This is an optimization exercise on Yosys and OpenROAD, whose aim is small area, a short achievable clock period and few clock cycles per item, not a production implementation. Only simulation tests tie the RTL to the original design; equivalence was not proved. Power and IR drop assume default switching activity.

==> flow/design.v, too long to show whole: its modules and the start of the top module <==
// module fir_mac_rhe: 1889 lines
module fir_mac_rhe (
    input  wire        clk,
    input  wire        rst,         
    input  wire        in_valid,
    output wire        in_ready,
    input  wire [31:0] in_coef,
    input  wire [31:0] in_sample,
    input  wire        in_last,
    input  wire [5:0]  in_shift,
    output reg         out_valid,
    output reg  [31:0] out_data
);
  // ...
==> flow/flow/run.sh <==
#!/bin/bash
# Own layout flow: the standard flow (standard synthesis, floorplan,
# placement, CTS, routing) with a tighter setup repair target, so the
# resizer works toward a shorter clock period than the constraint's.
# Each tool's output goes to a log file of its own in this folder.
set -euo pipefail
MARGIN=$(cat flow/margin.txt 2>/dev/null || echo 6)
bash standard.sh synth > synth.log 2>&1
bash standard.sh SETUP_SLACK_MARGIN=$MARGIN floorplan > floorplan.log 2>&1
bash standard.sh SETUP_SLACK_MARGIN=$MARGIN place > place.log 2>&1
bash standard.sh SETUP_SLACK_MARGIN=$MARGIN cts > cts.log 2>&1
bash standard.sh SETUP_SLACK_MARGIN=$MARGIN route > route.log 2>&1
bash standard.sh SETUP_SLACK_MARGIN=$MARGIN finish > finish.log 2>&1
==> flow/flow/margin.txt <==
6.5
==> flow/standard.sh <==
#!/bin/bash
# synth_recipe.tcl (not shown) runs the flow's synth.tcl, then flattens the netlist and writes it again
# the make line also repeats each setting of config.mk as NAME=value (left out here)
make -C /OpenROAD-flow-scripts/flow DESIGN_CONFIG=/design/flow/config.mk WORK_HOME=/design/flow/orfs CLKGATE_MAP_FILE= SYNTH_SCRIPT=/design/flow/synth_recipe.tcl "${@:-finish}"
==> flow/config.mk <==
export PLATFORM = sky130hd
export DESIGN_NAME = fir_mac_rhe
export DESIGN_NICKNAME = fir_mac_rhe
export VERILOG_FILES = /design/flow/design.v
export SDC_FILE = /design/flow/constraint.sdc
export NUM_CORES = 4
export LEC_CHECK = 0
export ABC_AREA = 1
export CAP_MARGIN = 20
export CORE_MARGIN = 2
export CORE_UTILIZATION = 40
export PLACE_DENSITY = 0.6
export SLEW_MARGIN = 20
==> flow/constraint.sdc <==
create_clock -name core_clock -period 10.0 [get_ports {clk}]
set_input_delay 2.0000 -clock core_clock [delete_from_list [all_inputs] [get_ports {clk}]]
set_output_delay 2.0000 -clock core_clock [all_outputs]
set_load 0.01 [all_outputs]
==> notes.md, run 1 <==
Die W - 310.5 um
Post-Synth Simple-Gate Area - 15.83%
Hold Path Stages - 0
CP startpoint - x_r[13]$_DFF_P_
Final ANT Viol Nets - 0
Worst hold path class - reg -> reg
Outcome - finished clean
Vias - 35840
Crit path cell chain - clkinvlp_4, buf_4, o22ai_1, a221oi_1, xor2_1, ha_1, fa_1, fa_2, fa_1
Max reg flops - 76
Final slew viol count - 0
Grt met2 use - 43.06%
Layout clock buffer count - 57
Compound-Gate Fraction of Synth Area - 15.67%
Dpl ws - 4.938 ns
WL met2 - 60200 um
Most frequent cells in the layout - 635 x inv_1, 608 x nand2_1, 426 x xor2_1
Top post-synthesis cells by count - 693 x inv_1, 670 x nand2_1, 431 x xor2_1
Arrival time worst endpoint - 4.07 ns
Maximum clock rate - 281.1 MHz
Async S/R FF share, synth - 0%
Critical Path Start Type - register
Seq cells - 428
Grt ovf - 0
Largest family of logic cells by synthesized area - adder cells
Worst slew pin tran - 0.9647 ns
Hold Crit Start - sh1[2]$_DFF_P_
Detailed Route WL - 148200 um
Top cells by area, synth - dfxtp_1 23%, fa_1 18%, xor2_1 10%, a221oi_1 7.2%, inv_1 6.9%
Max IR drop VDD - 316.1 uV
Seq area share - 19.27%
Worst rel slew slack - 35.68%
Signal inverters - 725
Testbench counts, summed over its fixed seeds: cycles 26,362, items 26,330.
==> inputs of run 2 (changes only) <==
--- a/flow/design.v
+++ b/flow/design.v
@@ -1795,95 +1795,54 @@
     wire [33:0] t5;
     wire k5 = sh2[1] & (|t4[1:0]);
     assign t5 = sh2[1] ? t4[35:2] : t4[33:0];
     wire [32:0] t6;
     wire k6 = sh2[0] & (|t5[0:0]);
     assign t6 = sh2[0] ? t5[33:1] : t5[32:0];
     wire sticky = k1 | k2 | k3 | k4 | k5 | k6;
     wire up = t6[0] & (sticky | t6[1]);
-    wire [31:0] rz_a = {t6[32], t6[31], t6[30], t6[29], t6[28], t6[27], t6[26], t6[25], t6[24], t6[23], t6[22], t6[21], t6[20], t6[19], t6[18], t6[17], t6[16], t6[15], t6[14], t6[13], t6[12], t6[11], t6[10], t6[9], t6[8], t6[7], t6[6], t6[5], t6[4], t6[3], t6[2], t6[1]};
-    wire rz_n0 = rz_a[1] & rz_a[0];
-    wire rz_n1 = rz_a[3] & rz_a[2];
-    wire rz_n2 = rz_a[5] & rz_a[4];
-    wire rz_n3 = rz_a[7] & rz_a[6];
-    wire rz_n4 = rz_a[9] & rz_a[8];
-    wire rz_n5 = rz_a[11] & rz_a[10];
-    wire rz_n6 = rz_a[13] & rz_a[12];
-    wire rz_n7 = rz_a[15] & rz_a[14];
-    wire rz_n8 = rz_a[17] & rz_a[16];
-    wire rz_n9 = rz_a[19] & rz_a[18];
-    wire rz_n10 = rz_a[21] & rz_a[20];
-    wire rz_n11 = rz_a[23] & rz_a[22];
-    wire rz_n12 = rz_a[25] & rz_a[24];
-    wire rz_n13 = rz_a[27] & rz_a[26];
-    wire rz_n14 = rz_a[29] & rz_a[28];
-    wire rz_n15 = rz_a[31] & rz_a[30];
-    wire rz_n16 = rz_a[2] & rz_n0;
-    wire rz_n17 = rz_n1 & rz_n0;
-    wire rz_n18 = rz_a[6] & rz_n2;
-    wire rz_n19 = rz_n3 & rz_n2;
-    wire rz_n20 = rz_a[10] & rz_n4;
-    wire rz_n21 = rz_n5 & rz_n4;
-    wire rz_n22 = rz_a[14] & rz_n6;
-    wire rz_n23 = rz_n7 & rz_n6;
-    wire rz_n24 = rz_a[18] & rz_n8;
-    wire rz_n25 = rz_n9 & rz_n8;
-    wire rz_n26 = rz_a[22] & rz_n10;
-    wire rz_n27 = rz_n11 & rz_n10;
-    wire rz_n28 = rz_a[26] & rz_n12;
-    wire rz_n29 = rz_n13 & rz_n12;
-    wire rz_n30 = rz_a[30] & rz_n14;
-    wire rz_n31 = rz_n15 & rz_n14;
-    wire rz_n32 = rz_a[4] & rz_n17;
-    wire rz_n33 = rz_n2 & rz_n17;
-    wire rz_n34 = rz_n18 & rz_n17;
-    wire rz_n35 = rz_n19 & rz_n17;
-    wire rz_n36 = rz_a[12] & rz_n21;
-    wire rz_n37 = rz_n6 & rz_n21;
-    wire rz_n38 = rz_n22 & rz_n21;
-    wire rz_n39 = rz_n23 & rz_n21;
-    wire rz_n40 = rz_a[20] & rz_n25;
-    wire rz_n41 = rz_n10 & rz_n25;
-    wire rz_n42 = rz_n26 & rz_n25;
-    wire rz_n43 = rz_n27 & rz_n25;
-    wire rz_n44 = rz_a[28] & rz_n29;
-    wire rz_n45 = rz_n14 & rz_n29;
-    wire rz_n46 = rz_n30 & rz_n29;
-    wire rz_n47 = rz_n31 & rz_n29;
-    wire rz_n48 = rz_a[8] & rz_n35;
-    wire rz_n49 = rz_n4 & rz_n35;
-    wire rz_n50 = rz_n20 & rz_n35;
-    wire rz_n51 = rz_n21 & rz_n35;
-    wire rz_n52 = rz_n36 & rz_n35;
-    wire rz_n53 = rz_n37 & rz_n35;
-    wire rz_n54 = rz_n38 & rz_n35;
-    wire rz_n55 = rz_n39 & rz_n35;
-    wire rz_n56 = rz_a[24] & rz_n43;
-    wire rz_n57 = rz_n12 & rz_n43;
-    wire rz_n58 = rz_n28 & rz_n43;
-    wire rz_n59 = rz_n29 & rz_n43;
-    wire rz_n60 = rz_n44 & rz_n43;
-    wire rz_n61 = rz_n45 & rz_n43;
-    wire rz_n62 = rz_n46 & rz_n43;
-    wire rz_n63 = rz_n47 & rz_n43;
-    wire rz_n64 = rz_a[16] & rz_n55;
-    wire rz_n65 = rz_n8 & rz_n55;
-    wire rz_n66 = rz_n24 & rz_n55;
-    wire rz_n67 = rz_n25 & rz_n55;
-    wire rz_n68 = rz_n40 & rz_n55;
-    wire rz_n69 = rz_n41 & rz_n55;
-    wire rz_n70 = rz_n42 & rz_n55;
-    wire rz_n71 = rz_n43 & rz_n55;
-    wire rz_n72 = rz_n56 & rz_n55;
-    wire rz_n73 = rz_n57 & rz_n55;
-    wire rz_n74 = rz_n58 & rz_n55;
-    wire rz_n75 = rz_n59 & rz_n55;
-    wire rz_n76 = rz_n60 & rz_n55;
-    wire rz_n77 = rz_n61 & rz_n55;
-    wire rz_n78 = rz_n62 & rz_n55;
-    wire rz_n79 = rz_n63 & rz_n55;
-    wire [31:0] z = {(rz_a[31] ^ (up & rz_n78)), (rz_a[30] ^ (up & rz_n77)), (rz_a[29] ^ (up & rz_n76)), (rz_a[28] ^ (up & rz_n75)), (rz_a[27] ^ (up & rz_n74)), (rz_a[26] ^ (up & rz_n73)), (rz_a[25] ^ (up & rz_n72)), (rz_a[24] ^ (up & rz_n71)), (rz_a[23] ^ (up & rz_n70)), (rz_a[22] ^ (up & rz_n69)), (rz_a[21] ^ (up & rz_n68)), (rz_a[20] ^ (up & rz_n67)), (rz_a[19] ^ (up & rz_n66)), (rz_a[18] ^ (up & rz_n65)), (rz_a[17] ^ (up & rz_n64)), (rz_a[16] ^ (up & rz_n55)), (rz_a[15] ^ (up & rz_n54)), (rz_a[14] ^ (up & rz_n53)), (rz_a[13] ^ (up & rz_n52)), (rz_a[12] ^ (up & rz_n51)), (rz_a[11] ^ (up & rz_n50)), (rz_a[10] ^ (up & rz_n49)), (rz_a[9] ^ (up & rz_n48)), (rz_a[8] ^ (up & rz_n35)), (rz_a[7] ^ (up & rz_n34)), (rz_a[6] ^ (up & rz_n33)), (rz_a[5] ^ (up & rz_n32)), (rz_a[4] ^ (up & rz_n17)), (rz_a[3] ^ (up & rz_n16)), (rz_a[2] ^ (up & rz_n0)), (rz_a[1] ^ (up & rz_a[0])), (rz_a[0] ^ up)};
+    wire rz_c0 = up & t6[1];
+    wire rz_c1 = rz_c0 & t6[2];
+    wire rz_c2 = rz_c1 & t6[3];
+    wire rz_c3 = rz_c2 & t6[4];
+    wire rz_c4 = rz_c3 & t6[5];
+    wire rz_c5 = rz_c4 & t6[6];
+    wire rz_c6 = rz_c5 & t6[7];
+    wire rz_c7 = rz_c6 & t6[8];
+    wire rz_g0 = &{t6[1], t6[2], t6[3], t6[4], t6[5], t6[6], t6[7], t6[8]};
+    wire rz_k0 = up & rz_g0;
+    wire rz_c8 = rz_k0 & t6[9];
+    wire rz_c9 = rz_c8 & t6[10];
+    wire rz_c10 = rz_c9 & t6[11];
+    wire rz_c11 = rz_c10 & t6[12];
+    wire rz_c12 = rz_c11 & t6[13];
+    wire rz_c13 = rz_c12 & t6[14];
+    wire rz_c14 = rz_c13 & t6[15];
+    wire rz_c15 = rz_c14 & t6[16];
+    wire rz_g8 = &{t6[9], t6[10], t6[11], t6[12], t6[13], t6[14], t6[15], t6[16]};
+    wire rz_k8 = rz_k0 & rz_g8;
+    wire rz_c16 = rz_k8 & t6[17];
+    wire rz_c17 = rz_c16 & t6[18];
+    wire rz_c18 = rz_c17 & t6[19];
+    wire rz_c19 = rz_c18 & t6[20];
+    wire rz_c20 = rz_c19 & t6[21];
+    wire rz_c21 = rz_c20 & t6[22];
+    wire rz_c22 = rz_c21 & t6[23];
+    wire rz_c23 = rz_c22 & t6[24];
+    wire rz_g16 = &{t6[17], t6[18], t6[19], t6[20], t6[21], t6[22], t6[23], t6[24]};
+    wire rz_k16 = rz_k8 & rz_g16;
+    wire rz_c24 = rz_k16 & t6[25];
+    wire rz_c25 = rz_c24 & t6[26];
+    wire rz_c26 = rz_c25 & t6[27];
+    wire rz_c27 = rz_c26 & t6[28];
+    wire rz_c28 = rz_c27 & t6[29];
+    wire rz_c29 = rz_c28 & t6[30];
+    wire rz_c30 = rz_c29 & t6[31];
+    wire rz_c31 = rz_c30 & t6[32];
+    wire rz_g24 = &{t6[25], t6[26], t6[27], t6[28], t6[29], t6[30], t6[31], t6[32]};
+    wire rz_k24 = rz_k16 & rz_g24;
+    wire [31:0] z = {(t6[32] ^ rz_c30), (t6[31] ^ rz_c29), (t6[30] ^ rz_c28), (t6[29] ^ rz_c27), (t6[28] ^ rz_c26), (t6[27] ^ rz_c25), (t6[26] ^ rz_c24), (t6[25] ^ rz_k16), (t6[24] ^ rz_c22), (t6[23] ^ rz_c21), (t6[22] ^ rz_c20), (t6[21] ^ rz_c19), (t6[20] ^ rz_c18), (t6[19] ^ rz_c17), (t6[18] ^ rz_c16), (t6[17] ^ rz_k8), (t6[16] ^ rz_c14), (t6[15] ^ rz_c13), (t6[14] ^ rz_c12), (t6[13] ^ rz_c11), (t6[12] ^ rz_c10), (t6[11] ^ rz_c9), (t6[10] ^ rz_c8), (t6[9] ^ rz_k0), (t6[8] ^ rz_c6), (t6[7] ^ rz_c5), (t6[6] ^ rz_c4), (t6[5] ^ rz_c3), (t6[4] ^ rz_c2), (t6[3] ^ rz_c1), (t6[2] ^ rz_c0), (t6[1] ^ up)};
     always @(posedge clk) begin
         out_valid <= l2 & ~rst;
         out_data  <= z;
     end
 endmodule
==> notes.md, run 2 <==
Crit path max fanout - 10 (was 12)
Detailed Route WL - 156900 um (was 148200 um)
Worst slew pin tran - 1.286 ns (was 0.9647 ns)
Max IR drop VDD - 248.5 uV (was 316.1 uV)
Wire per inst - 27.01 um (was 24.62 um)
Clk buf depth - 3 (unchanged)
Most frequent cells in the layout - 618 x inv_1, 477 x nand2_1, 411 x xor2_1 (was 635 x inv_1, 608 x nand2_1, 426 x xor2_1)
Leakage power - 20.59 nW (was 20.35 nW)
Async S/R FF share, synth - 0% (unchanged)
Initial Util - 40.42% (was 40.33%)
Final ANT Viol Nets - 0 (unchanged)
Worst R2R End - pp_c35[1]$_DFF_P_ (was pp_c36[1]$_DFF_P_)
HPWL Detailed - 100600 um (was 99240 um)
GRT Total Usage - 31.52% (was 29.27%)
Setup TNS Final - 0 ns (unchanged)
Crit path kind - reg -> reg (unchanged)
Top Registers - acc: 76 flops, x3_r: 33 flops, out_data: 32 flops (unchanged)
RD Place Congestion - 1.037 (was 0.9968)
Max-cap violation count - 0 (unchanged)
Global-route wire length before repair - 223100 um (was 217600 um)
Endpoints failing setup - 0 (unchanged)
Nets - 5184 (was 5300)
Clk_skew - 0.02841 ns (was 0.03320 ns)
CP required - 10.49 ns (was 10.51 ns)
Hold buffers post-CTS - 0 (unchanged)
Critical Path Start Type - register (unchanged)
CTS sink cnt - 428 (unchanged)
Worst hold path class - reg -> reg (unchanged)
Synth warn - 1 (unchanged)
Share of cells above drive strength 1 - 20.07% (was 15.77%)
Path depth of the worst reg2reg path - 7 (was 9)
Vias - 35850 (was 35840)
Final Hold Violating Endpoints - 0 (unchanged)
Count leader, synth - inv_1 (unchanged)
I/O Pins - 108 (unchanged)
Fin crit period - 3.601 ns (was 3.557 ns)
Yosys cell types - 49 (was 47)
Post-synth top area cell - dfxtp_1 (unchanged)
Worst flop-to-flop path startpoint - x3_r[27]$_DFF_P_ (was x_r[13]$_DFF_P_)
Die W - 308.4 um (was 310.5 um)
Final slew viol count - 0 (unchanged)
Maximum clock rate - 277.7 MHz (was 281.1 MHz)
Via density - 6.171 (was 5.954)
CP Capture Type - register (unchanged)
Commonest non-fill, non-tap cell in the layout - inv_1 (unchanged)
Die area - 95080 sq um (was 96430 sq um)
Register with the most flip-flops - acc (unchanged)
R2R Setup Slk - 6.40 ns (was 6.44 ns)
Outcome - finished clean (unchanged)
Hold Path Stages - 0 (unchanged)
Worst rel slew slack - 13.33% (was 35.68%)
Hold Crit Endpoint - sh2[3]$_DFF_P_ (was sh2[2]$_DFF_P_)
PwrDens - 304.6 nW/um^2 (was 332.4 nW/um^2)
H-tree Lvls - 2 (unchanged)
Arrival time worst endpoint - 4.09 ns (was 4.07 ns)
Top cells by area, synth - dfxtp_1 23%, fa_1 18%, xor2_1 9.8%, a221oi_1 7.2%, inv_1 6.7% (was dfxtp_1 23%, fa_1 18%, xor2_1 10%, a221oi_1 7.2%, inv_1 6.9%)
Residual DRC - 0 (unchanged)
Number of synthesized flops with an enable pin - 0 (unchanged)
# port buffers - 106 (unchanged)
Mapped Cells - 4541 (was 4700)
Initial antenna violation count - 3 (unchanged)
Mapped cell area - 37050 sq um (was 37580 sq um)
Unrepaired setup endpoints after global routing - true (unchanged)
Register area share after synthesis - 23.12% (was 22.80%)
Synth Net Count - 5143 (was 5276)
Core Footprint - 91660 sq um (was 93190 sq um)
Clock root buffer - clkbuf_16 (unchanged)
Share of the synthesized area in the top cell type - 23.12% (was 22.80%)
Clk Latency, worst-skew pair - 0.65 ns (was 0.64 ns)
Grt ovf - 0 (unchanged)
Vias in the first global route - 34300 (was 34190)
Standard-cell rows - 111 (was 112)
Die height - 308.4 um (was 310.5 um)
CTS Buf Count - 50 (was 48)
Max reg flops - 76 (unchanged)
Syn avg cell area - 8.159 sq um (was 7.996 sq um)
Initial DRC Count - 5231 (was 5712)
Largest net degree at the start of global routing - 40 (was 63)
Post-Layout Cell Count - 5810 (was 6019)
Dominant synthesized flop cell - dfxtp_1 (unchanged)
Hold Crit Start - sh1[3]$_DFF_P_ (was sh1[2]$_DFF_P_)
Area growth syn-to-layout - 23.68% (was 20.02%)
CTS tree - built (unchanged)
Placed Cells - 5557 (was 5755)
Top post-synthesis cells by count - 664 x inv_1, 577 x nand2_1, 428 x dfxtp_1 (was 693 x inv_1, 670 x nand2_1, 431 x xor2_1)
Final Cycle Share - 36.01% (was 35.57%)
Yosys reg bits - 428 (unchanged)
Pre-Repair DR Iteration Count - 22 (was 13)
CTS clock-pin slew for the worst setup and hold paths - 0.06 ns (about the same)
run 2: changes by cell type after synthesis, sizes merged, moves of 6 or more:
cell    previous run  this run
nand2            688       587
nand3            414       360
o21bai             9        15
buf               82        74
a21oi             80        86
inv              700       674
xor2             431       414
ha               160       186
nand4             23         3
o21ai             52        88
run 2: critical path: stages, from the launching register on:
cell	delay, ns
dfxtp_1	0.96
a221oi_1	0.24
xor2_1	0.21
fa_1	0.45
fa_2	0.56
inv_1	0.06
fa_2	0.43
fa_1	0.53
run 2: kinds of logic (layout without fill, tap and decap cells):
logic type,Yosys count,in the layout,share of synthesized area [%]
flops,428,428,23.12
xor+xnor,454,454,10.73
buf+inv,1055,1137,10.99
mux,2,2,0.05403
compound gates,876,876,16.60
simple gates,1197,1197,13.74
other cells,1,2,0.01012
fa+ha+maj,528,528,24.76
run 2: cell type report:
| type | instances | area (sq um) |
|---|---|---|
| sequential | 428 | 8708 |
| multi-input combinational | 3058 | 26810 |
| tap | 1186 | 1484 |
| clock inverter | 30 | 339.1 |
| timing repair buffer | 359 | 4348 |
| clock buffer | 63 | 1360 |
| timing repair inverter | 7 | 81.33 |
| antenna | 1 | 2.502 |
| fill | 8629 | 45840 |
| inverter | 678 | 2695 |
run 2: worst max-delay path by stage:
| stage | startpoint | cells past startpoint | end | slack, ns |
|---|---|---|---|---|
| after floorplan | in_coef[0] | 15 | x3_r[17]$_DFF_P_ | 6.04 |
| after global placement | in_coef[1] | 16 | x3_r[17]$_DFF_P_ | 4.86 |
| after detailed placement | in_coef[1] | 16 | x3_r[17]$_DFF_P_ | 4.84 |
| after CTS | clr$_DFF_P_ | 20 | acc[64]$_DFF_P_ | 6.41 |
| after global routing | pp_c48[1]$_DFF_P_ | 17 | acc[64]$_DFF_P_ | 6.34 |
| final | x3_r[27]$_DFF_P_ | 7 | pp_c35[1]$_DFF_P_ | 6.40 |
run 2: routing by layer:
metal	wire (um)	GRT usage (%)
met5	380	1.860
met4	14970	19.29
met3	22130	14.27
met2	61820	45.41
met1	57640	38.08
run 2: through the flow:
step	util, %	total power (W)	instance area (sq um)	hold WS [ns]	worst slack [ns]
after floorplan	-	0.008330	37130	0.3096	6.039
after global placement	42.46	0.01040	38920	0.3129	4.859
after detailed placement	42.46	0.01053	38920	0.3128	4.838
after CTS	47.08	0.01299	43150	0.3263	6.413
after global routing	49.99	0.01518	45830	0.3309	6.341
final	49.99	0.01396	45830	0.3235	6.399
run 2: what timing repair did:
| action | in CTS | in global routing |
|---|---|---|
| buffers inserted | 62 | 55 |
| pin swaps | 45 | 98 |
| gates cloned | 26 | 16 |
| endpoints found under the setup margin | 185 | 138 |
| resized for setup | 432 | 430 |
run 2: power by group:
part | switching [W] | internal [W]
Sequential | 0.000638 | 0.00235
Clock | 0.000789 | 0.00110
Combinational | 0.00541 | 0.00367
Total | 0.00684 | 0.00712
Testbench counts of run 2, summed over its fixed seeds: cycles 26,362, items 26,330.
==> inputs of run 3 (changes only) <==
--- a/flow/config.mk
+++ b/flow/config.mk
@@ -11,3 +11,3 @@
 export CORE_UTILIZATION = 40
-export PLACE_DENSITY = 0.6
+export PLACE_DENSITY = 0.5
 export SLEW_MARGIN = 20
==> notes.md, run 3 <==
Final ANT Viol Nets - 0 (unchanged)
Sw Ratio - 48.75% (was 49.00%)
Dpl ws - 4.782 ns (was 4.838 ns)
I/O Pins - 108 (unchanged)
Worst rel slew slack - 28.74% (was 13.33%)
Die W - 308.4 um (unchanged)
Clk_skew - 0.04480 ns (was 0.02841 ns)
Max-cap violation count - 0 (unchanged)
Most frequent cells in the layout - 609 x inv_1, 477 x nand2_1, 412 x xor2_1 (was 618 x inv_1, 477 x nand2_1, 411 x xor2_1)
Endpoints failing setup - 0 (unchanged)
Vias in the first global route - 34080 (was 34300)
Initial antenna violation count - 3 (unchanged)
Max reg flops - 76 (unchanged)
Count leader, synth - inv_1 (unchanged)
Mapped Cells - 4541 (unchanged)
Initial Util - 40.42% (unchanged)
Area growth syn-to-layout - 24.33% (was 23.68%)
Wire per inst - 27.47 um (was 27.01 um)
Standard-cell rows - 111 (unchanged)
Number of synthesized flops with an enable pin - 0 (unchanged)
Clk Latency, worst-skew pair - 0.68 ns (was 0.65 ns)
Top post-synthesis cells by count - 664 x inv_1, 577 x nand2_1, 428 x dfxtp_1 (unchanged)
Share of the synthesized area in the top cell type - 23.12% (unchanged)
Crit path max fanout - 32 (was 10)
Synth warn - 1 (unchanged)
Nets - 5215 (was 5184)
Final Cycle Share - 35.27% (was 36.01%)
Multi-input logic area - 26850 sq um (was 26810 sq um)
Critical Path Start Type - register (unchanged)
CTS sink cnt - 428 (unchanged)
CTS clock-pin slew for the worst setup and hold paths - 0.06 ns (about the same)
Max IR drop VDD - 236.8 uV (was 248.5 uV)
Setup ws final - 6.473 ns (was 6.399 ns)
Global-route wire length before repair - 227800 um (was 223100 um)
Leakage power - 20.48 nW (was 20.59 nW)
Sequential share of power - 20.1% (was 21.4%)
Crit path kind - reg -> reg (unchanged)
Register area share after synthesis - 23.12% (unchanged)
Commonest non-fill, non-tap cell in the layout - inv_1 (unchanged)
Vias - 35350 (was 35850)
Async S/R FF share, synth - 0% (unchanged)
Final slew viol count - 0 (unchanged)
Register with the most flip-flops - acc (unchanged)
Via density - 6.056 (was 6.171)
Grt ovf - 0 (unchanged)
Clock power share - 13.6% (was 13.5%)
Synth Net Count - 5143 (unchanged)
Detailed Route WL - 160400 um (was 156900 um)
Fin crit period - 3.527 ns (was 3.601 ns)
Final Hold Violating Endpoints - 0 (unchanged)
Dominant synthesized flop cell - dfxtp_1 (unchanged)
NetSw - 0.007129 W (was 0.006840 W)
Util after Layout - 50.26% (was 49.99%)
PwrDens - 317.5 nW/um^2 (was 304.6 nW/um^2)
Top cells by area, synth - dfxtp_1 23%, fa_1 18%, xor2_1 9.8%, a221oi_1 7.2%, inv_1 6.7% (unchanged)
Largest net degree at the start of global routing - 40 (unchanged)
Mapped cell area - 37050 sq um (unchanged)
CTS Buf Count - 50 (unchanged)
CP required - 10.51 ns (was 10.49 ns)
Die area - 95080 sq um (unchanged)
Die height - 308.4 um (unchanged)
Clk buf depth - 3 (unchanged)
Worst slew pin tran - 1.065 ns (was 1.286 ns)
Pint - 0.007495 W (was 0.007119 W)
RD Place Congestion - 0.9934 (was 1.037)
Post-synth top area cell - dfxtp_1 (unchanged)
Worst hold path class - reg -> reg (unchanged)
CTS tree - built (unchanged)
Residual DRC - 0 (unchanged)
Register area - 8680 sq um (was 8708 sq um)
Yosys cell types - 49 (unchanged)
HPWL Detailed - 103800 um (was 100600 um)
Arrival time worst endpoint - 4.04 ns (was 4.09 ns)
Combinational Power Share - 66.3% (was 65.1%)
Setup TNS Final - 0 ns (unchanged)
Top Registers - acc: 76 flops, x3_r: 33 flops, out_data: 32 flops (unchanged)
# port buffers - 106 (unchanged)
Initial DRC Count - 4689 (was 5231)
Pre-Repair DR Iteration Count - 13 (was 22)
Yosys reg bits - 428 (unchanged)
CP Capture Type - register (unchanged)
Core Footprint - 91660 sq um (unchanged)
Unrepaired setup endpoints after global routing - true (unchanged)
Fill count - 8728 (was 8629)
Maximum clock rate - 283.5 MHz (was 277.7 MHz)
Share of cells above drive strength 1 - 20.34% (was 20.07%)
H-tree Lvls - 2 (unchanged)
GRT Total Usage - 32.43% (was 31.52%)
Outcome - finished clean (unchanged)
Syn avg cell area - 8.159 sq um (unchanged)
Clock root buffer - clkbuf_16 (unchanged)
## run 3: cell counts after synthesis
Identical to the previous run, type by type.
## run 3: cell families (layout without fill, tap and decap cells)
| logic type | Yosys count | in the layout | share of synthesized area (%) |
|---|---|---|---|
| xor gates and xnor gates | 454 | 454 | 10.73 |
| buffers and inverters | 1055 | 1163 | 10.99 |
| DFF | 428 | 428 | 23.12 |
| and+or+nand+nor | 1197 | 1198 | 13.74 |
| adders and majority gates | 528 | 528 | 24.76 |
| AOI/OAI and AO/OA | 876 | 877 | 16.60 |
| muxes | 2 | 2 | 0.05403 |
| other | 1 | 2 | 0.01012 |
## run 3: power groups by stage
stage / Sequential (W) / Clock, W / Combinational [W]
floorplan: 0.00258 / 0 / 0.00575
global placement: 0.00292 / 0 / 0.00764
detailed placement: 0.00292 / 0 / 0.00769
CTS: 0.00290 / 0.00203 / 0.00835
global route: 0.00297 / 0.00210 / 0.0109
finish: 0.00295 / 0.00198 / 0.00970
## run 3: metrics by stage
stage	instance area (sq um)	total power, W	hold WS (ns)	std cells
floorplan	37130	0.008330	0.3096	4541
global placement	38970	0.01056	0.3135	5565
detailed placement	38970	0.01061	0.3157	5565
CTS	43370	0.01328	0.3308	5751
global route	46060	0.01593	0.3380	5837
finish	46070	0.01462	0.3266	5838
## run 3: path summary, 6_finish.rpt
path,endpoint,slack (ns),cells past startpoint,startpoint
worst max register to register,pp_c42[1]$_DFF_P_,6.47,8,m4_r[3]$_DFF_P_
worst min-delay path,sh1[4]$_DFF_P_,0.33,0,sh0[4]$_DFF_P_
worst max-delay path,pp_c42[1]$_DFF_P_,6.47,8,m4_r[3]$_DFF_P_
worst min register to register,sh1[4]$_DFF_P_,0.33,0,sh0[4]$_DFF_P_
## run 3: final cells by class
| cell class | instances | area share (%) |
|---|---|---|
| sequential | 428 | 18.84 |
| multi-input combinational | 3060 | 58.28 |
| timing repair buffer | 384 | 9.637 |
| tap | 1186 | 3.221 |
| antenna | 1 | 0.005432 |
| timing repair inverter | 11 | 0.2798 |
| clock buffer | 65 | 3.015 |
| inverter | 678 | 5.894 |
| clock inverter | 25 | 0.8230 |
## run 3: repair_timing
item | CTS | global route
gates cloned | 23 | 21
setup endpoints to repair | 208 | 112
pin swaps | 55 | 98
setup buffers | 73 | 65
hold buffers | 0 | 0
resized for setup | 469 | 394
## run 3: layer usage
layer	part of all wire (%)	track usage [%]	up-vias
met4	7.9	19.41	4
met3	13	12.73	783
met5	0.036	0.1034	-
met2	40	46.02	2636
li1	-	-	15310
met1	39	41.30	16620
## run 3: worst max-delay path, stage by stage (launching register included)
cell,delay [ns]
dfxtp_1,0.29
buf_4,0.26
o41ai_1,0.47
xor2_1,0.80
fa_1,0.56
inv_1,0.08
fa_1,0.40
inv_1,0.09
fa_1,0.42
==> inputs of run 4 (changes only) <==
==> flow/flow/margin.txt (replaced) <==
6.3
==> notes.md, run 4 <==
Worst slew pin tran - 1.210 ns (was 1.065 ns)
Top Registers - acc: 76 flops, x3_r: 33 flops, out_data: 32 flops (unchanged)
Clk Latency, worst-skew pair - 0.67 ns (was 0.68 ns)
Max IR drop VDD - 197.8 uV (was 236.8 uV)
Worst flop-to-flop path startpoint - x_r[7]$_DFF_P_ (was m4_r[3]$_DFF_P_)
Die W - 308.4 um (unchanged)
Share of the synthesized area in the top cell type - 23.12% (unchanged)
Register area share after synthesis - 23.12% (unchanged)
Post-Synth Simple-Gate Area - 13.74% (unchanged)
Largest family of logic cells by synthesized area - adder cells (unchanged)
Largest net degree at the start of global routing - 52 (was 40)
Synth Area in Adders - 24.76% (unchanged)
Max-cap violation count - 0 (unchanged)
Endpoints failing setup - 0 (unchanged)
Standard-cell rows - 111 (unchanged)
Crit path max fanout - 12 (was 32)
Critical Path Start Type - register (unchanged)
Async S/R FF share, synth - 0% (unchanged)
CTS clock-pin slew for the worst setup and hold paths - 0.06 ns (about the same)
Mapped Cells - 4541 (unchanged)
Residual DRC - 0 (unchanged)
Slowest stage delay, CP - 0.82 ns (was 0.80 ns)
HPWL Detailed - 104900 um (was 103800 um)
Global-route wire length before repair - 225700 um (was 227800 um)
Hold Crit Endpoint - sh2[3]$_DFF_P_ (was sh1[4]$_DFF_P_)
CP Capture Type - register (unchanged)
CTS sink cnt - 428 (unchanged)
Max reg flops - 76 (unchanged)
# port buffers - 106 (unchanged)
CP bufs+invs - 2 (was 3)
H-tree Lvls - 2 (unchanged)
Leakage power - 19.45 nW (was 20.48 nW)
Vias in the first global route - 33650 (was 34080)
Hold buffers post-CTS - 0 (unchanged)
Final Cycle Share - 38.17% (was 35.27%)
Die area - 95080 sq um (unchanged)
Share of cells above drive strength 1 - 13.25% (was 20.34%)
Sw Ratio - 48.95% (was 48.75%)
Register area - 8647 sq um (was 8680 sq um)
Pre-Repair DR Iteration Count - 10 (was 13)
PwrDens - 305.3 nW/um^2 (was 317.5 nW/um^2)
Commonest non-fill, non-tap cell in the layout - inv_1 (unchanged)
Count leader, synth - inv_1 (unchanged)
Synth warn - 1 (unchanged)
CP required - 10.54 ns (was 10.51 ns)
Synth Net Count - 5143 (unchanged)
Design Power - 0.01318 W (was 0.01462 W)
Clock power share - 14.5% (was 13.6%)
Multi-input logic area - 25350 sq um (was 26850 sq um)
Top post-synthesis cells by count - 664 x inv_1, 577 x nand2_1, 428 x dfxtp_1 (unchanged)
Path depth of the worst reg2reg path - 7 (was 8)
Arrival time worst endpoint - 4.36 ns (was 4.04 ns)
Most frequent cells in the layout - 634 x inv_1, 525 x nand2_1, 413 x xor2_1 (was 609 x inv_1, 477 x nand2_1, 412 x xor2_1)
Yosys cell types - 49 (unchanged)
Critical path's slowest cell - clkinvlp_2 (was xor2_1)
Final slew viol count - 0 (unchanged)
Fin crit period - 3.817 ns (was 3.527 ns)
Dominant synthesized flop cell - dfxtp_1 (unchanged)
Nets - 5132 (was 5215)
Detailed Route WL - 155200 um (was 160400 um)
Vias - 34380 (was 35350)
Die height - 308.4 um (unchanged)
Multiplexer area fraction after synthesis - 0.05403% (unchanged)
Combinational Power Share - 63.4% (was 66.3%)
I/O Pins - 108 (unchanged)
Hold Crit Start - sh1[3]$_DFF_P_ (was sh0[4]$_DFF_P_)
Worst R2R End - pp_c38[1]$_DFF_P_ (was pp_c42[1]$_DFF_P_)
Post-synth top area cell - dfxtp_1 (unchanged)
Top cells by area, synth - dfxtp_1 23%, fa_1 18%, xor2_1 9.8%, a221oi_1 7.2%, inv_1 6.7% (unchanged)
Final ANT Viol Nets - 0 (unchanged)
XOR/XNOR Fraction of Synth Area - 10.73% (unchanged)
Hold Path Stages - 0 (unchanged)
Worst rel slew slack - 18.25% (was 28.74%)
Outcome - finished clean (unchanged)
Area growth syn-to-layout - 16.53% (was 24.33%)
Crit path kind - reg -> reg (unchanged)
Mapped cell area - 37050 sq um (unchanged)
Crit path cell chain - clkinvlp_2, o22ai_1, xor2_1, fa_1, inv_1, fa_1, fa_1 (was buf_4, o41ai_1, xor2_1, fa_1, inv_1, fa_1, inv_1, fa_1)
Pint - 0.006730 W (was 0.007495 W)
Unrepaired setup endpoints after global routing - true (unchanged)
Clk buf depth - 3 (unchanged)
CTS Buf Count - 52 (was 50)
RD Place Congestion - 0.9788 (was 0.9934)
CTS tree - built (unchanged)
Cell area after layout - 43180 sq um (was 46070 sq um)
Clock root buffer - clkbuf_16 (unchanged)
Initial Util - 40.42% (unchanged)
Compound-Gate Fraction of Synth Area - 16.60% (unchanged)
Final Hold Violating Endpoints - 0 (unchanged)
Sequential share of power - 22.1% (was 20.1%)
Wire per inst - 26.93 um (was 27.47 um)
Syn avg cell area - 8.159 sq um (unchanged)
Critical path's most frequent cell - fa_1 (unchanged)
NetSw - 0.006452 W (was 0.007129 W)
Yosys reg bits - 428 (unchanged)
Setup TNS Final - 0 ns (unchanged)
Core Footprint - 91660 sq um (unchanged)
Grt ovf - 0 (unchanged)
Register with the most flip-flops - acc (unchanged)
Fill count - 9114 (was 8728)
Clk_skew - 0.03004 ns (was 0.04480 ns)
R2R Setup Slk - 6.18 ns (was 6.47 ns)
Via density - 5.967 (was 6.056)
Initial antenna violation count - 5 (was 3)
Number of synthesized flops with an enable pin - 0 (unchanged)
Cell family with the largest share of critical-path delay - adder cells (unchanged)
GRT Total Usage - 32.12% (was 32.43%)
Initial DRC Count - 4523 (was 4689)
Worst hold path class - reg -> reg (unchanged)
Maximum clock rate - 262.0 MHz (was 283.5 MHz)
Post-placement cell area - 38970 sq um (about the same)
## run 4: cell counts after synthesis
Identical to the previous run, type by type.
## run 4: power by group through the flow
| stage | sequential (W) | clock, W | combinational, W |
|---|---|---|---|
| 5_1_grt | 0.00294 | 0.00203 | 0.00950 |
| 4_1_cts | 0.00289 | 0.00196 | 0.00789 |
| 2_1_floorplan | 0.00258 | 0 | 0.00574 |
| 3_3_place_gp | 0.00291 | 0 | 0.00766 |
| 6_report | 0.00291 | 0.00191 | 0.00836 |
| 3_5_place_dp | 0.00292 | 0 | 0.00771 |
## run 4: area by class of cell
| type | instances | share of cell area, % |
|---|---|---|
| Antenna cell | 2 | 0.01159 |
| Timing Repair Buffer | 304 | 7.526 |
| Multi-Input combinational cell | 3058 | 58.71 |
| Timing Repair inverter | 8 | 0.09273 |
| Sequential cell | 428 | 20.03 |
| Tap cell | 1186 | 3.437 |
| Inverter | 678 | 6.207 |
| Clock inverter | 33 | 0.6636 |
| Clock buffer | 64 | 3.330 |
## run 4: cell families after synthesis
group | count (synthesis)
AND/OR/NAND/NOR | 1197
buffers and inverters | 1055
AO/OA/AOI/OAI | 876
adder cells (fa/ha/maj) | 528
XOR/XNOR | 454
flip-flops | 428
multiplexers | 2
other | 1
## run 4: worst max-delay path by stage
stage                                      end  slack, ns  cells past startpoint            start
after CTS                    pp_c38[1]$_DFF_P_       6.28                     10  x_r[31]$_DFF_P_
after global routing      out_data[23]$_DFF_P_       6.24                     23   sh2[5]$_DFF_P_
final                        pp_c38[1]$_DFF_P_       6.18                      7   x_r[7]$_DFF_P_
after detailed placement      x3_r[17]$_DFF_P_       4.79                     16       in_coef[1]
after floorplan               x3_r[17]$_DFF_P_       6.04                     15       in_coef[0]
after global placement        x3_r[17]$_DFF_P_       4.81                     16       in_coef[1]
## run 4: layer usage
metal	vias up	track usage, %	wire length [um]
met5	-	0	83
met4	4	18.14	11120
met3	722	11.81	19200
met2	2402	46.36	62440
met1	16120	41.17	62320
li1	15130	-	-
## run 4: per-stage QoR
stage	util (%)	instances	hold WS (ns)	setup WS (ns)
finish	47.10	5761	0.3236	6.183
global route	47.10	5759	0.3328	6.240
CTS	45.34	5700	0.3268	6.281
detailed placement	42.51	5567	0.3132	4.794
global placement	42.51	5567	0.3119	4.807
floorplan	-	4541	0.3096	6.037
## run 4: worst reg2reg max path: stages (launching register included)
cell and delay (ns):
dfxtp_2 0.68, clkinvlp_2 0.84, o22ai_1 0.54, xor2_1 0.14, fa_1 0.53, inv_1 0.06, fa_1 0.43, fa_1 0.49
## run 4: timing repair
| action | CTS | global route |
|---|---|---|
| buffers inserted | 24 | 51 |
| resized for setup | 137 | 274 |
| pin swaps | 7 | 32 |
| endpoints found under the setup margin | 138 | 91 |
| cloned | 12 | 8 |
==> inputs of run 5 (changes only) <==
==> flow/flow/margin.txt (replaced) <==
6.5
--- a/flow/config.mk
+++ b/flow/config.mk
@@ -11,2 +11,4 @@
 export CORE_UTILIZATION = 40
+export CTS_CLUSTER_DIAMETER = 100
+export CTS_CLUSTER_SIZE = 30
 export PLACE_DENSITY = 0.5
==> notes.md, run 5 <==
Initial antenna violation count - 2 (was 5)
Setup TNS Final - 0 ns (unchanged)
Via density - 6.060 (was 5.967)
Dominant synthesized flop cell - dfxtp_1 (unchanged)
Wire per inst - 27.70 um (was 26.93 um)
Post-synth top area cell - dfxtp_1 (unchanged)
Largest net degree at the start of global routing - 40 (was 52)
Die area - 95080 sq um (unchanged)
Synth warn - 1 (unchanged)
CTS sink cnt - 428 (unchanged)
Nets - 5211 (was 5132)
Final Cycle Share - 35.24% (was 38.17%)
NetSw - 0.007346 W (was 0.006452 W)
CTS Buf Count - 22 (was 52)
Mapped Cells - 4541 (unchanged)
Max-cap violation count - 0 (unchanged)
Die height - 308.4 um (unchanged)
Async S/R FF share, synth - 0% (unchanged)
RD Place Congestion - 0.9934 (was 0.9788)
Grt ovf - 0 (unchanged)
Yosys cell types - 49 (unchanged)
Count leader, synth - inv_1 (unchanged)
PwrDens - 315.7 nW/um^2 (was 305.3 nW/um^2)
Crit path cell chain - buf_12, clkinvlp_4, buf_12, nand2_2, fa_1, inv_1, ha_4, and3_4, nand2_2, nor2_4, inv_4, nor2_4, nand3_2, nor2_4, nand2_4, nand2_8, inv_2, fa_2, inv_1 (was clkinvlp_2, o22ai_1, xor2_1, fa_1, inv_1, fa_1, fa_1)
Worst rel slew slack - 28.46% (was 18.25%)
Critical path's most frequent cell - nor2_4 (was fa_1)
Critical Path Start Type - register (unchanged)
Outcome - finished clean (unchanged)
Sw Ratio - 50.51% (was 48.95%)
Most frequent cells in the layout - 596 x inv_1, 432 x nand2_1, 411 x xor2_1 (was 634 x inv_1, 525 x nand2_1, 413 x xor2_1)
I/O Pins - 108 (unchanged)
CTS clock-pin slew for the worst setup and hold paths - 0.11 ns (was 0.06 ns)
Global-route wire length before repair - 230000 um (was 225700 um)
Synth Net Count - 5143 (unchanged)
CP bufs+invs - 7 (was 2)
R2R Setup Slk - 6.48 ns (was 6.18 ns)
Maximum clock rate - 283.8 MHz (was 262.0 MHz)
Final ANT Viol Nets - 0 (unchanged)
Register with the most flip-flops - acc (unchanged)
Max IR drop VDD - 292.7 uV (was 197.8 uV)
Die W - 308.4 um (unchanged)
Final slew viol count - 0 (unchanged)
Util after Layout - 50.26% (was 47.10%)
Commonest non-fill, non-tap cell in the layout - inv_1 (unchanged)
Worst slew pin tran - 1.069 ns (was 1.210 ns)
Clk Latency, worst-skew pair - 0.65 ns (was 0.67 ns)
Crit path max fanout - 8 (was 12)
Syn avg cell area - 8.159 sq um (unchanged)
Number of synthesized flops with an enable pin - 0 (unchanged)
Sequential share of power - 20.3% (was 22.1%)
Share of cells above drive strength 1 - 22.09% (was 13.25%)
Top post-synthesis cells by count - 664 x inv_1, 577 x nand2_1, 428 x dfxtp_1 (unchanged)
Critical path's slowest cell - fa_1 (was clkinvlp_2)
HPWL Detailed - 103800 um (was 104900 um)
Vias - 35200 (was 34380)
CP Capture Type - register (unchanged)
Final Hold Violating Endpoints - 0 (unchanged)
Setup ws final - 6.476 ns (was 6.183 ns)
Leakage power - 20.48 nW (was 19.45 nW)
Area growth syn-to-layout - 24.35% (was 16.53%)
Top Registers - acc: 76 flops, x3_r: 33 flops, out_data: 32 flops (unchanged)
CP required - 10.54 ns (about the same)
# diodes - 0 (was 2)
Fin crit period - 3.524 ns (was 3.817 ns)
Cell family with the largest share of critical-path delay - adder cells (unchanged)
Unrepaired setup endpoints after global routing - true (unchanged)
Design Power - 0.01454 W (was 0.01318 W)
Initial Util - 40.42% (unchanged)
Share of the synthesized area in the top cell type - 23.12% (unchanged)
Mapped cell area - 37050 sq um (unchanged)
Initial DRC Count - 4586 (was 4523)
Top cells by area, synth - dfxtp_1 23%, fa_1 18%, xor2_1 9.8%, a221oi_1 7.2%, inv_1 6.7% (unchanged)
Clock root buffer - clkbuf_16 (unchanged)
Hold buffers post-CTS - 0 (unchanged)
Clock power share - 7.9% (was 14.5%)
Residual DRC - 0 (unchanged)
Standard-cell rows - 111 (unchanged)
Clk buf depth - 3 (unchanged)
Register area share after synthesis - 23.12% (unchanged)
Detailed Route WL - 160900 um (was 155200 um)
Yosys reg bits - 428 (unchanged)
Crit path kind - reg -> reg (unchanged)
# port buffers - 106 (unchanged)
Combinational Power Share - 71.8% (was 63.4%)
Worst hold path class - reg -> reg (unchanged)
Core Footprint - 91660 sq um (unchanged)
CTS tree - built (unchanged)
Max reg flops - 76 (unchanged)
Pint - 0.007198 W (was 0.006730 W)
Vias in the first global route - 34170 (was 33650)
Slowest stage delay, CP - 0.54 ns (was 0.82 ns)
GRT Total Usage - 32.66% (was 32.12%)
Arrival time worst endpoint - 4.06 ns (was 4.36 ns)
Dpl ws - 4.782 ns (was 4.794 ns)
Pre-Repair DR Iteration Count - 11 (was 10)
Fill count - 8689 (was 9114)
Clk_skew - 0.03182 ns (was 0.03004 ns)
H-tree Lvls - 1 (was 2)
Endpoints failing setup - 0 (unchanged)
## run 5: cell counts after synthesis
No cell type changed its count.
## run 5: worst paths after layout
kind | from | end | cells after the start
setup reg to reg | clr$_DFF_P_ | acc[64]$_DFF_P_ | 19
hold reg to reg | sh1[3]$_DFF_P_ | sh2[3]$_DFF_P_ | 0
setup / recovery | clr$_DFF_P_ | acc[64]$_DFF_P_ | 19
hold / removal | sh1[3]$_DFF_P_ | sh2[3]$_DFF_P_ | 0
## run 5: per-layer routing
layer | GRT usage, % | share of wire [%] | vias to the layer above
li1 | - | - | 15280
met1 | 41.78 | 39 | 16610
met2 | 46.45 | 40 | 2522
met3 | 12.35 | 13 | 795
met4 | 19.59 | 8.3 | 0
met5 | 0.2067 | 0 | -
## run 5: layout make-up
cell class              instances  area [sq um]  share of cell area (%)
clock buffers                  25         571.8                   1.241
clock inverters                13         198.9                  0.4318
inverters                     678          2716                   5.896
multi-input cells            3060         27440                   59.55
flip-flops and latches        428          8696                   18.87
well taps                    1186          1484                   3.221
repair buffers                408          4848                   10.52
repair inverters               11         121.4                  0.2634
## run 5: power groups by stage
stage	logic (W)	clock network [W]	registers, W
floorplan	0.00575	0	0.00258
global placement	0.00764	0	0.00292
detailed placement	0.00769	0	0.00292
CTS	0.00865	0.00119	0.00290
global route	0.0116	0.00125	0.00298
finish	0.0104	0.00115	0.00295
## run 5: cells by family (layout without fill, tap and decap cells)
group                    Yosys count  in the layout  synth area share (%)
buffers and inverters           1055           1135                 10.99
AND/OR/NAND/NOR                 1197           1198                 13.74
adder cells (fa/ha/maj)          528            528                 24.76
other                              1              1               0.01012
AO/OA/AOI/OAI                    876            877                 16.60
multiplexers                       2              2               0.05403
flip-flops                       428            428                 23.12
XOR/XNOR                         454            454                 10.73
## run 5: through the flow
step,hold WS [ns],cells,instance area [sq um]
after floorplan,0.3096,4541,37130
after global placement,0.3135,5565,38970
after detailed placement,0.3157,5565,38970
after CTS,0.3410,5727,43300
after global routing,0.3484,5809,46070
final,0.3350,5809,46070
## run 5: repair_timing
action,in CTS,in global routing
gates resized for setup,593,443
endpoints found under the setup margin,209,113
buffers inserted,93,66
pin swaps,84,130
gates cloned,31,16

## separate check: timing with driven ports
The results above use ideal ports. As a check the final layouts listed here were re-extracted and re-timed, cells and wires unchanged.
Step 1 assumes that a clkbuf_16 drives the clock port and a buf_2 every other input.
Step 2 moves the port delays by t, midway between the first and last clock arrival at a register: inputs arrive t later, outputs are due t later. That takes back most of the time a late clock gives input paths.
Slacks: ideal ports / drivers / drivers and shift; pairs: ideal ports / drivers.
| run | shift t [ns] | setup slack, ns | worst hold slack (ns) | slew at the worst register clock pin (ns) |
|---|---|---|---|---|
| run 1 | 0.699 | 6.443 / 6.443 / 5.803 | 0.327 / 0.327 / 0.327 | 0.08 / 0.08 |
| run 2 | 0.706 | 6.399 / 6.399 / 5.857 | 0.324 / 0.324 / 0.324 | 0.07 / 0.07 |
| run 3 | 0.722 | 6.473 / 6.473 / 5.858 | 0.327 / 0.327 / 0.327 | 0.07 / 0.07 |
| run 4 | 0.721 | 6.183 / 6.183 / 5.728 | 0.324 / 0.324 / 0.324 | 0.07 / 0.07 |
| run 5 | 0.702 | 6.476 / 6.476 / 5.877 | 0.335 / 0.335 / 0.335 | 0.11 / 0.11 |
After both steps setup and hold are still met in every run listed. The setup slack of run 1, which loses most, moves by 0.000 ns with the drivers and by -0.640 ns with both steps.
